Source: an optimization exercise on an open RTL-to-GDS flow (aim: small area and few clock cycles). Production flows keep margins and buffers that such runs may drop.
In this exercise RTL edits were held to simulation tests only and were not proved equivalent to the original.
Power and IR drop assume default switching activity.

==> inputs of 02-03 <==
Design crush_fp, start of the top module:
module crush_fp (
    input  wire        clk,
    input  wire        rst,
    input  wire        rx_valid,
    input  wire [7:0]  rx_data,
    output wire        rx_ready,
    output wire        tx_valid,
    output wire [7:0]  tx_data,
    input  wire        tx_ready,
    input  wire        ind_valid,
    input  wire [31:0] ind_addr,
    input  wire [2:0]  ind_len,
    input  wire [31:0] ind_data,
    output wire        ind_ready,
    output wire        mem_valid,
    output wire [1:0]  mem_op,        
    output wire [31:0] mem_addr,
    output wire [7:0]  mem_wdata,
    input  wire        mem_ready,
    input  wire [15:0] mem_rdata,
    output reg  [2:0]  status
);
Settings: LEC_CHECK=0, CAP_MARGIN=20, CORE_MARGIN=2, CORE_UTILIZATION=40, SLEW_MARGIN=20; clock period 10.0 ns.
run.sh (not shown) runs the stock make flow with config.mk's settings and CLKGATE_MAP_FILE= SYNTH_SCRIPT=/design/flow/synth_recipe.tcl, a recipe that flattens the netlist after the stock synthesis.
==> 12-07: changes against 02-03 <==
--- a/flow/design.v
+++ b/flow/design.v
@@ -6,18 +6,18 @@
     input  wire        rst,
     input  wire        rx_valid,
     input  wire [7:0]  rx_data,
     output wire        rx_ready,
     input  wire        can_take,      
-    input  wire        ring_busy,     
+    input  wire        buf_busy,      
     output wire [2:0]  err,           
     output wire        dispatch,      
     output reg         cmd_r,
     output reg         cmd_j,
     output reg  [31:0] address,
+    output reg  [31:0] req_len,       
     output reg  [6:0]  payload_len,
-    output wire        len_nz,        
     output wire        wr_en,
     output wire [7:0]  wr_data,
     output wire [6:0]  age_next       
 );
     localparam [3:0] S_WAIT = 4'd0,
@@ -29,16 +29,19 @@
                      S_PH   = 4'd6,
                      S_PL   = 4'd7,
                      S_CH   = 4'd8,
                      S_CL   = 4'd9;
     reg  [3:0]  state;
+    reg  [1:0]  width;
     reg  [7:0]  remaining;
     reg  [7:0]  ck_acc;
-    reg  [2:0]  k;          
-    reg  [3:0]  hold;       
-    reg  [3:0]  nz;         
+    reg  [2:0]  k;
     reg  [6:0]  age;        
+    wire [6:0] pl_m40   = payload_len - 7'd40;
+    wire [6:0] pl_x2    = {payload_len[5:0], 1'b0};
+    wire [6:0] due      = (payload_len < 7'd40) ? pl_x2 - 7'd1 : {pl_m40[5:0], 1'b0};
+    wire       slot_ok  = (payload_len == 7'd0) || (age == due) || (payload_len == CAPACITY);
     wire [7:0] b = rx_data;
     wire       is_digit = (b >= 8'h30) && (b <= 8'h39);
     wire       is_upper = (b >= 8'h41) && (b <= 8'h46);
     wire       is_lower = (b >= 8'h61) && (b <= 8'h66);
     wire       is_hex   = is_digit || is_upper || is_lower;
@@ -48,18 +51,13 @@
     wire [7:0] rem_dec  = remaining - 8'd1;
     wire       rem_zero = (remaining == 8'd0);
     wire       rem_one  = (remaining == 8'd1);
     wire       more_pl  = (rem_dec[7:2] != 6'd0);       
     wire [7:0] ck_low   = ck_acc + {4'd0, nib};
-    wire       keep     = !cmd_j;                       
-    wire       full     = (payload_len == CAPACITY);
-    wire [6:0] pl_m40   = payload_len - 7'd40;
-    wire [6:0] due      = (payload_len < 7'd40) ? {payload_len[5:0], 1'b0} - 7'd1
-                                                : {pl_m40[5:0], 1'b0};
-    wire       slot_ok  = (payload_len == 7'd0) || (age == due) || full;
+    wire       is_w     = !cmd_r && !cmd_j;
     assign rx_ready = !((state == S_CL) && !can_take) &&
-                      !((state == S_PL) && keep && (ring_busy || !slot_ok));
+                      !((state == S_PL) && is_w && (buf_busy || !slot_ok));
     wire fire = rx_valid && rx_ready;
     reg e_parse, e_ck, e_ovf, disp;
     always @(*) begin
         e_parse = 1'b0;
         e_ck    = 1'b0;
@@ -71,11 +69,11 @@
             S_WID:  e_parse = !is_wid;
             S_LH, S_LL, S_PH: e_parse = !is_hex;
             S_ADDR, S_CH: e_parse = !is_hex || rem_zero;
             S_PL: begin
                 e_parse = !is_hex;
-                e_ovf   = is_hex && full;
+                e_ovf   = is_hex && (payload_len == CAPACITY);
             end
             S_CL: begin
                 e_parse = !is_hex || !rem_one;
                 e_ck    = is_hex && rem_one && (ck_low != 8'd0);
                 disp    = is_hex && rem_one && (ck_low == 8'd0);
@@ -83,15 +81,14 @@
             default: e_parse = 1'b1;
         endcase
     end
     assign err      = fire ? {e_ovf, e_ck, e_parse} : 3'b000;
     assign dispatch = fire && disp;
-    assign len_nz   = (nz != 4'd0);
-    assign wr_en    = fire && (state == S_PL) && is_hex && keep && !full;
-    assign wr_data  = {hold, nib};
-    assign age_next = (wr_en && (payload_len == 7'd0)) ? 7'd0 :
-                      (age == 7'd79) ? 7'd0 : age + 7'd1;
+    assign wr_en   = fire && (state == S_PL) && is_hex && is_w && (payload_len != CAPACITY);
+    assign wr_data = {req_len[3:0], nib};
+    wire   wr_first = wr_en && (payload_len == 7'd0);
+    assign age_next = wr_first ? 7'd0 : (age == 7'd79) ? 7'd0 : age + 7'd1;
     always @(posedge clk) age <= age_next;
     always @(posedge clk) begin
         if (rst) begin
             state <= S_WAIT;
         end else if (fire) begin
@@ -100,22 +97,22 @@
             end else begin
                 case (state)
                     S_WAIT: if (b == SENTINEL) begin
                         ck_acc      <= 8'd0;
                         address     <= 32'd0;
-                        nz          <= 4'd0;
+                        req_len     <= 32'd0;
                         payload_len <= 7'd0;
                         state       <= S_CMD;
                     end
                     S_CMD: begin
                         cmd_r  <= b[4] && !b[0];         
                         cmd_j  <= !b[4];                 
                         ck_acc <= ck_acc + b;
                         state  <= S_WID;
                     end
                     S_WID: begin
-                        k      <= {b[1:0], 1'b1};        
+                        width  <= b[1:0];
                         ck_acc <= ck_acc + b;
                         state  <= S_LH;
                     end
                     S_LH: begin
                         remaining <= {nib, 4'd0};
@@ -123,10 +120,11 @@
                         state     <= S_LL;
                     end
                     S_LL: begin
                         remaining <= {remaining[7:4], nib};
                         ck_acc    <= ck_acc + b;
+                        k         <= {width, 1'b1};
                         state     <= S_ADDR;
                     end
                     S_ADDR: begin
                         remaining <= rem_dec;
                         address   <= {address[27:0], nib};
@@ -135,17 +133,17 @@
                         if (k == 3'd0)
                             state <= more_pl ? S_PH : S_CH;
                     end
                     S_PH: begin
                         remaining <= rem_dec;
-                        hold      <= nib;
+                        req_len   <= {req_len[27:0], nib};
                         ck_acc    <= ck_acc + b;
                         state     <= S_PL;
                     end
                     S_PL: begin
                         remaining   <= rem_dec;
-                        nz          <= {nz[2:0], (wr_data != 8'd0)};
+                        req_len     <= {req_len[27:0], nib};
                         payload_len <= payload_len + 7'd1;
                         ck_acc      <= ck_acc + b;
                         state       <= more_pl ? S_PH : S_CH;
                     end
                     S_CH: begin
@@ -168,12 +166,12 @@
     output wire        free,          
     input  wire        take_req,      
     input  wire        req_r,
     input  wire        req_j,
     input  wire [31:0] req_addr,
-    input  wire [6:0]  req_n,         
-    input  wire        req_nz,        
+    input  wire [31:0] req_len,
+    input  wire [6:0]  req_n,
     input  wire        take_ind,      
     input  wire [31:0] ind_addr,
     input  wire [2:0]  ind_len,
     input  wire [31:0] ind_data,
     input  wire [6:0]  ring_age,      
@@ -211,81 +209,78 @@
     endfunction
     reg [3:0]  st;
     reg [1:0]  typ;
     reg [31:0] base;        
     reg [31:0] remain;      
+    reg [6:0]  n;           
     reg [6:0]  idx;         
     reg [7:0]  data;        
     reg        have;        
     reg [7:0]  ckn;         
     reg [6:0]  dage;        
+    reg [6:0]  row;         
     wire is_r = (typ == T_R);
     wire is_j = (typ == T_J);
     wire is_i = (typ == T_I);
     wire [1:0] w      = (base[31:16] == 16'd0) ? 2'd1 :
                         (base[31:24] == 8'd0)  ? 2'd2 : 2'd3;
     wire       big    = (remain[31:6] != 26'd0) || (remain[5:0] > 6'd34);
     wire [5:0] chunk  = big ? 6'd34 : remain[5:0];
-    wire [6:0] nf     = is_r ? {1'b0, chunk} : is_j ? 7'd2 : is_i ? {4'd0, data[2:0]} : 7'd0;
+    wire [6:0] nf     = is_r ? {1'b0, chunk} : is_j ? 7'd2 : is_i ? n : 7'd0;
     wire [7:0] llv    = {5'd0, w, 1'b0} + {nf, 1'b0} + 8'd4;
     wire       last   = !(is_r && big);
     wire [3:0] anib   = base[{idx[2:0], 2'b00} +: 4];
-    reg  [6:0] row;
-    wire       adv    = ((st == E_WR) && mem_ready) || loading;
-    wire [6:0] rstep  = !adv ? 7'd1 : (idx == 7'd39) ? 7'd78 : 7'd79;    
-    wire [7:0] rsum   = {1'b0, row} + {1'b0, rstep};
-    assign ring_row   = row;
-    wire [6:0] zs    = (dage == 7'd79) ? 7'd0 : dage + 7'd1;
-    wire [6:0] jz    = zs[0] ? (7'd40 + {1'b0, zs[6:1]}) : {1'b0, zs[6:1]};
-    assign ring_busy = (st == E_WR) && (idx <= jz) && (jz < data[6:0]);
-    reg  loading;
     assign mem_addr  = base + {25'd0, idx};
     assign mem_wdata = ring_rdata;
+    assign ring_row  = row;
+    wire [6:0] zs    = (dage == 7'd79) ? 7'd0 : dage + 7'd1;
+    wire [6:0] jz    = zs[0] ? (7'd40 + {1'b0, zs[6:1]}) : {1'b0, zs[6:1]};
+    assign ring_busy = (st == E_WR) && (idx <= jz) && (jz < n);
+    wire       adv   = (st == E_WR) && mem_ready;
+    wire [6:0] rstep = !adv ? 7'd1 : (idx == 7'd39) ? 7'd78 : 7'd79;    
+    wire [7:0] rsum  = {1'b0, row} + {1'b0, rstep};
+    wire [6:0] row_next  = (rsum >= 8'd80) ? rsum[6:0] - 7'd80 : rsum[6:0];
+    wire [6:0] dage_next = (dage == 7'd79) ? 7'd0 : dage + 7'd1;
     wire rd_ph   = (st == E_PH) && is_r;
     assign mem_valid = (st == E_WR) || (st == E_INV) || (rd_ph && !have);
     assign mem_op    = (st == E_WR) ? 2'd1 : (st == E_INV) ? 2'd3 : 2'd2;
     wire mem_fire    = mem_valid && mem_ready;
     reg [3:0] dn;
     always @(*) begin
+        tx_valid = 1'b1;
         case (st)
             E_LH:   dn = llv[7:4];
             E_LL:   dn = llv[3:0];
             E_ADDR: dn = anib;
             E_PH:   dn = is_r ? (have ? data[7:4] : mem_rdata[7:4]) : remain[31:28];
-            E_PL:   dn = is_r ? data[3:0] : remain[27:24];
+            E_PL:   dn = is_r ? data[3:0] : remain[31:28];
             E_CH:   dn = ckn[7:4];
             default: dn = ckn[3:0];
         endcase
         case (st)
             E_SENT: tx_data = SENTINEL;
             E_CMD:  tx_data = is_r ? 8'h72 : is_j ? 8'h6A : is_i ? 8'h49 : 8'h77;
             E_WID:  tx_data = {6'b001100, w};
             E_TERM: tx_data = TERMINATOR;
             default: tx_data = hex(dn);
         endcase
-        tx_valid = !((st == E_IDLE) || (st == E_WR) || (st == E_INV) ||
-                     (rd_ph && !have && !mem_ready) || ((st == E_LH) && loading));
+        if (st == E_IDLE || st == E_WR || st == E_INV) tx_valid = 1'b0;
+        if (rd_ph && !have && !mem_ready) tx_valid = 1'b0;
     end
     wire fire = tx_valid && tx_ready;
     assign free = (st == E_IDLE) || ((st == E_TERM) && tx_ready && last);
     always @(posedge clk) begin
-        dage <= (dage == 7'd79) ? 7'd0 : dage + 7'd1;
-        row  <= (rsum >= 8'd80) ? rsum[6:0] - 7'd80 : rsum[6:0];
+        dage <= dage_next;
+        row  <= row_next;
         if (rst) begin
-            st      <= E_IDLE;
-            have    <= 1'b0;
-            loading <= 1'b0;
+            st   <= E_IDLE;
+            have <= 1'b0;
         end else begin
-            if (loading) begin
-                remain <= {remain[23:0], ring_rdata};
-                idx    <= idx + 7'd1;
-                if (idx + 7'd1 == data[6:0]) loading <= 1'b0;
-            end
             case (st)
                 E_WR: if (mem_ready) begin
                     idx <= idx + 7'd1;
-                    if (idx + 7'd1 == data[6:0]) st <= E_SENT;
+                    if (idx + 7'd1 == n) st <= E_SENT;
                 end
                 E_INV: if (mem_ready) begin
                     remain[31:16] <= mem_rdata;
                     st <= E_SENT;
                 end
@@ -309,18 +304,19 @@
                 E_PH: begin
                     if (mem_fire) data <= mem_rdata[7:0];
                     if (fire) begin
                         ckn  <= ckn - tx_data;
                         have <= 1'b0;
+                        if (!is_r) remain <= {remain[27:0], 4'd0};
                         st   <= E_PL;
                     end else if (mem_fire) begin
                         have <= 1'b1;
                     end
                 end
                 E_PL: if (fire) begin
                     ckn <= ckn - tx_data;
-                    if (!is_r) remain <= {remain[23:0], ring_rdata};
+                    if (!is_r) remain <= {remain[27:0], 4'd0};
                     idx <= idx + 7'd1;
                     st  <= (idx + 7'd1 == nf) ? E_CH : E_PH;
                 end
                 E_CH: if (fire) st <= E_CL;
                 E_CL: if (fire) st <= E_TERM;
@@ -337,24 +333,24 @@
             endcase
             if (free && take_ind) begin
                 typ    <= T_I;
                 base   <= ind_addr;
                 remain <= ind_data;
-                data   <= {5'd0, ind_len};
+                n      <= {4'd0, ind_len};
+                idx    <= 7'd0;
                 st     <= E_SENT;
             end else if (free && take_req) begin
                 typ    <= {req_j, req_r};
                 base   <= req_addr;
-                data   <= {1'b0, req_n};
+                remain <= req_len;
+                n      <= req_n;
                 idx    <= 7'd0;
-                if (req_r) remain <= 32'd0;
                 dage   <= ring_age;
                 row    <= ring_age;
-                loading <= req_r && req_nz;
-                if (req_j)      st <= E_INV;
-                else if (req_r) st <= req_nz ? E_SENT : E_IDLE;
-                else            st <= (req_n == 7'd0) ? E_SENT : E_WR;
+                if (req_j)                     st <= E_INV;
+                else if (req_r)                st <= (req_len == 32'd0) ? E_IDLE : E_SENT;
+                else                           st <= (req_n == 7'd0) ? E_SENT : E_WR;
             end
         end
     end
 endmodule
 module crush_fp (
@@ -381,41 +377,32 @@
 );
     localparam [7:0] SENTINEL = 8'h24;
     localparam       CAPACITY = 80;
     wire        free, dispatch, p_r, p_j, wr_en, ring_busy;
     wire [2:0]  p_err;
-    wire [31:0] p_addr;
-    wire        p_nz;
+    wire [31:0] p_addr, p_len;
     wire [6:0]  p_n, age_next, rd_row;
     wire [7:0]  wr_data, rd_data;
     assign ind_ready = free;
     crush_parser #(.SENTINEL(SENTINEL), .CAPACITY(CAPACITY)) u_parser (
         .clk(clk), .rst(rst),
         .rx_valid(rx_valid), .rx_data(rx_data), .rx_ready(rx_ready),
         .can_take(free && !ind_valid),
-        .ring_busy(ring_busy),
+        .buf_busy(ring_busy),
         .err(p_err), .dispatch(dispatch),
-        .cmd_r(p_r), .cmd_j(p_j), .address(p_addr), .payload_len(p_n), .len_nz(p_nz),
+        .cmd_r(p_r), .cmd_j(p_j), .address(p_addr), .req_len(p_len), .payload_len(p_n),
         .wr_en(wr_en), .wr_data(wr_data), .age_next(age_next)
     );
     reg [8*CAPACITY-1:0] ring;
     always @(posedge clk)
         ring <= {ring[8*CAPACITY-9:0], wr_en ? wr_data : ring[8*CAPACITY-1 -: 8]};
-    wire [127:0] rd_hot = 128'd1 << rd_row;
-    reg  [7:0]   rd_sel;
-    integer r;
-    always @(*) begin
-        rd_sel = 8'd0;
-        for (r = 0; r < CAPACITY; r = r + 1)
-            rd_sel = rd_sel | (ring[8*r +: 8] & {8{rd_hot[r]}});
-    end
-    assign rd_data = rd_sel;
+    assign rd_data = ring[{rd_row, 3'b000} +: 8];
     crush_encoder #(.SENTINEL(SENTINEL)) u_enc (
         .clk(clk), .rst(rst),
         .free(free),
         .take_req(dispatch), .req_r(p_r), .req_j(p_j),
-        .req_addr(p_addr), .req_n(p_n), .req_nz(p_nz),
+        .req_addr(p_addr), .req_len(p_len), .req_n(p_n),
         .take_ind(ind_valid), .ind_addr(ind_addr), .ind_len(ind_len), .ind_data(ind_data),
         .ring_age(age_next), .ring_row(rd_row), .ring_rdata(rd_data), .ring_busy(ring_busy),
         .mem_valid(mem_valid), .mem_op(mem_op), .mem_addr(mem_addr), .mem_wdata(mem_wdata),
         .mem_ready(mem_ready), .mem_rdata(mem_rdata),
         .tx_valid(tx_valid), .tx_data(tx_data), .tx_ready(tx_ready)
==> 12-06: changes against 02-03 <==
--- a/flow/design.v
+++ b/flow/design.v
@@ -7,10 +7,11 @@
     input  wire        rx_valid,
     input  wire [7:0]  rx_data,
     output wire        rx_ready,
     input  wire        can_take,      
     input  wire        ring_busy,     
+    input  wire        b0_ok,         
     output wire [2:0]  err,           
     output wire        dispatch,      
     output reg         cmd_r,
     output reg         cmd_j,
     output reg  [31:0] address,
@@ -53,11 +54,11 @@
     wire       keep     = !cmd_j;                       
     wire       full     = (payload_len == CAPACITY);
     wire [6:0] pl_m40   = payload_len - 7'd40;
     wire [6:0] due      = (payload_len < 7'd40) ? {payload_len[5:0], 1'b0} - 7'd1
                                                 : {pl_m40[5:0], 1'b0};
-    wire       slot_ok  = (payload_len == 7'd0) || (age == due) || full;
+    wire       slot_ok  = ((payload_len == 7'd0) && b0_ok) || (age == due) || full;
     assign rx_ready = !((state == S_CL) && !can_take) &&
                       !((state == S_PL) && keep && (ring_busy || !slot_ok));
     wire fire = rx_valid && rx_ready;
     reg e_parse, e_ck, e_ovf, disp;
     always @(*) begin
@@ -178,10 +179,11 @@
     input  wire [31:0] ind_data,
     input  wire [6:0]  ring_age,      
     output wire [6:0]  ring_row,
     input  wire [7:0]  ring_rdata,
     output wire        ring_busy,     
+    output wire        ring_even,     
     output wire        mem_valid,
     output wire [1:0]  mem_op,
     output wire [31:0] mem_addr,
     output wire [7:0]  mem_wdata,
     input  wire        mem_ready,
@@ -234,11 +236,12 @@
     wire [6:0] rstep  = !adv ? 7'd1 : (idx == 7'd39) ? 7'd78 : 7'd79;    
     wire [7:0] rsum   = {1'b0, row} + {1'b0, rstep};
     assign ring_row   = row;
     wire [6:0] zs    = (dage == 7'd79) ? 7'd0 : dage + 7'd1;
     wire [6:0] jz    = zs[0] ? (7'd40 + {1'b0, zs[6:1]}) : {1'b0, zs[6:1]};
-    assign ring_busy = (st == E_WR) && (idx <= jz) && (jz < data[6:0]);
+    assign ring_busy = ((st == E_WR) || loading) && (idx <= jz) && (jz < data[6:0]);
+    assign ring_even = ((st == E_WR) || loading) && !zs[0];
     reg  loading;
     assign mem_addr  = base + {25'd0, idx};
     assign mem_wdata = ring_rdata;
     wire rd_ph   = (st == E_PH) && is_r;
     assign mem_valid = (st == E_WR) || (st == E_INV) || (rd_ph && !have);
@@ -386,15 +389,45 @@
     wire [31:0] p_addr;
     wire        p_nz;
     wire [6:0]  p_n, age_next, rd_row;
     wire [7:0]  wr_data, rd_data;
     assign ind_ready = free;
+    reg         q_valid, q_r, q_j, q_nz;
+    reg  [31:0] q_addr;
+    reg  [6:0]  q_n, q_age;
+    wire [6:0]  q_age_next = (q_age == 7'd79) ? 7'd0 : q_age + 7'd1;
+    wire        d_open  = free && !ind_valid;
+    wire        q_drain = d_open && q_valid;
+    wire        q_load  = dispatch;
+    wire        d_ring_busy;
+    wire [6:0]  q_zs = q_age_next;
+    wire [6:0]  q_jz = q_zs[0] ? (7'd40 + {1'b0, q_zs[6:1]}) : {1'b0, q_zs[6:1]};
+    assign ring_busy = d_ring_busy || (q_valid && !q_j && (q_jz < q_n));
+    wire        d_ring_even;
+    wire        b0_ok = (q_valid && !q_j && (q_n != 7'd0)) ? q_zs[0] : !d_ring_even;
+    always @(posedge clk) begin
+        q_age <= q_age_next;
+        if (rst) begin
+            q_valid <= 1'b0;
+        end else begin
+            if (q_drain) q_valid <= 1'b0;
+            if (q_load) begin
+                q_valid <= 1'b1;
+                q_r     <= p_r;
+                q_j     <= p_j;
+                q_nz    <= p_nz;
+                q_addr  <= p_addr;
+                q_n     <= p_n;
+                q_age   <= age_next;
+            end
+        end
+    end
     crush_parser #(.SENTINEL(SENTINEL), .CAPACITY(CAPACITY)) u_parser (
         .clk(clk), .rst(rst),
         .rx_valid(rx_valid), .rx_data(rx_data), .rx_ready(rx_ready),
-        .can_take(free && !ind_valid),
-        .ring_busy(ring_busy),
+        .can_take(!q_valid || d_open),
+        .ring_busy(ring_busy), .b0_ok(b0_ok),
         .err(p_err), .dispatch(dispatch),
         .cmd_r(p_r), .cmd_j(p_j), .address(p_addr), .payload_len(p_n), .len_nz(p_nz),
         .wr_en(wr_en), .wr_data(wr_data), .age_next(age_next)
     );
     reg [8*CAPACITY-1:0] ring;
@@ -410,14 +443,17 @@
     end
     assign rd_data = rd_sel;
     crush_encoder #(.SENTINEL(SENTINEL)) u_enc (
         .clk(clk), .rst(rst),
         .free(free),
-        .take_req(dispatch), .req_r(p_r), .req_j(p_j),
-        .req_addr(p_addr), .req_n(p_n), .req_nz(p_nz),
+        .take_req(q_valid),
+        .req_r(q_r), .req_j(q_j),
+        .req_addr(q_addr), .req_n(q_n),
+        .req_nz(q_nz),
         .take_ind(ind_valid), .ind_addr(ind_addr), .ind_len(ind_len), .ind_data(ind_data),
-        .ring_age(age_next), .ring_row(rd_row), .ring_rdata(rd_data), .ring_busy(ring_busy),
+        .ring_age(q_age_next), .ring_row(rd_row), .ring_rdata(rd_data),
+        .ring_busy(d_ring_busy), .ring_even(d_ring_even),
         .mem_valid(mem_valid), .mem_op(mem_op), .mem_addr(mem_addr), .mem_wdata(mem_wdata),
         .mem_ready(mem_ready), .mem_rdata(mem_rdata),
         .tx_valid(tx_valid), .tx_data(tx_data), .tx_ready(tx_ready)
     );
     always @(posedge clk) begin
==> flow/flow/run.sh (new file) <==
#!/bin/bash
# The standard layout (standard.sh), with smaller port buffers and a clock
# tree built from smaller buffers without dummy loads.
set -euo pipefail
export BUFFER_PORTS_ARGS="-buffer_cell sky130_fd_sc_hd__buf_1"
export CTS_ARGS="-sink_clustering_enable -repair_clock_nets -dont_use_dummy_load -buf_list sky130_fd_sc_hd__clkbuf_16 -sink_clustering_size 24 -sink_clustering_max_diameter 80"
bash standard.sh > standard.log 2>&1
==> flow/standard.sh (new file) <==
#!/bin/bash
# synth_recipe.tcl (not shown) runs the flow's synth.tcl, then flattens the netlist and writes it again
# the make line also repeats each setting of config.mk as NAME=value (left out here)
make -C /OpenROAD-flow-scripts/flow DESIGN_CONFIG=/design/flow/config.mk WORK_HOME=/design/flow/orfs CLKGATE_MAP_FILE= SYNTH_SCRIPT=/design/flow/synth_recipe.tcl "${@:-finish}"
removed: flow/run.sh
==> run summary <==
item                                                               02-03       12-07       12-06
Outcome                                 no timing/DRC/antenna violations  no timing/DRC/antenna violations  no timing/DRC/antenna violations
Clock network power                                              3.34 mW     3.33 mW     1.97 mW
Multi-input combinational cell count                                2187        1555        2248
1st-iter DRT viols                                                  3503        2094        3260
Fraction of power consumed by sequential logic                     38.5%       44.1%       47.1%
Area fraction in and, or, nand and nor cells after synthesis       15.7%       9.21%       14.0%
Half-perimeter wire length after detailed placement             83500 um    60400 um    81300 um
Floorplan die area                                            88200 um^2  87200 um^2  93000 um^2
Total detailed-routing wirelength                              122000 um    86800 um   115000 um
Number of instances in the synthesized netlist                      3335        2665        3480
Max-slew headroom                                                  21.7%       26.7%       22.7%
Netlist Area Pre-Place                                        34300 um^2  33900 um^2  36200 um^2
Total net switching power                                        3.48 mW     2.71 mW     3.04 mW
Testbench counts of 02-03, summed over its fixed seeds: cycles 44,711.
Testbench counts of 12-07, summed over its fixed seeds: cycles 44,711.
Testbench counts of 12-06, summed over its fixed seeds: cycles 42,119.

re-timing with driven ports:
The flow's constraints put no driver on any port. The routed layouts listed below were extracted and timed again, unchanged, in two steps. Step 1, drivers: a clkbuf_16 drives clk and a buf_2 each remaining input, both assumed. Step 2, shift: input delay + t, output delay - t, t = (earliest + latest rising clock arrival at the registers) / 2. This alone moves slack from input paths to output paths. Slacks: ideal / step 1 / step 2; pairs: ideal / step 1.
run | t, ns | setup slack, ns | latest minus earliest clock arrival (ns) | worst register clock-pin slew, ns | worst slew at a driven data input, ns
02-03 | 0.716 | 1.593 / 1.523 / 2.059 | 0.057 / 0.057 | 0.07 / 0.07 | 0.08
12-07 | 0.698 | 1.932 / 1.867 / 2.294 | 0.036 / 0.036 | 0.07 / 0.07 | 0.15
12-06 | 0.677 | 1.730 / 1.662 / 2.339 | 0.121 / 0.122 | 0.10 / 0.10 | 0.11
After both steps setup and hold are still met in every run listed.
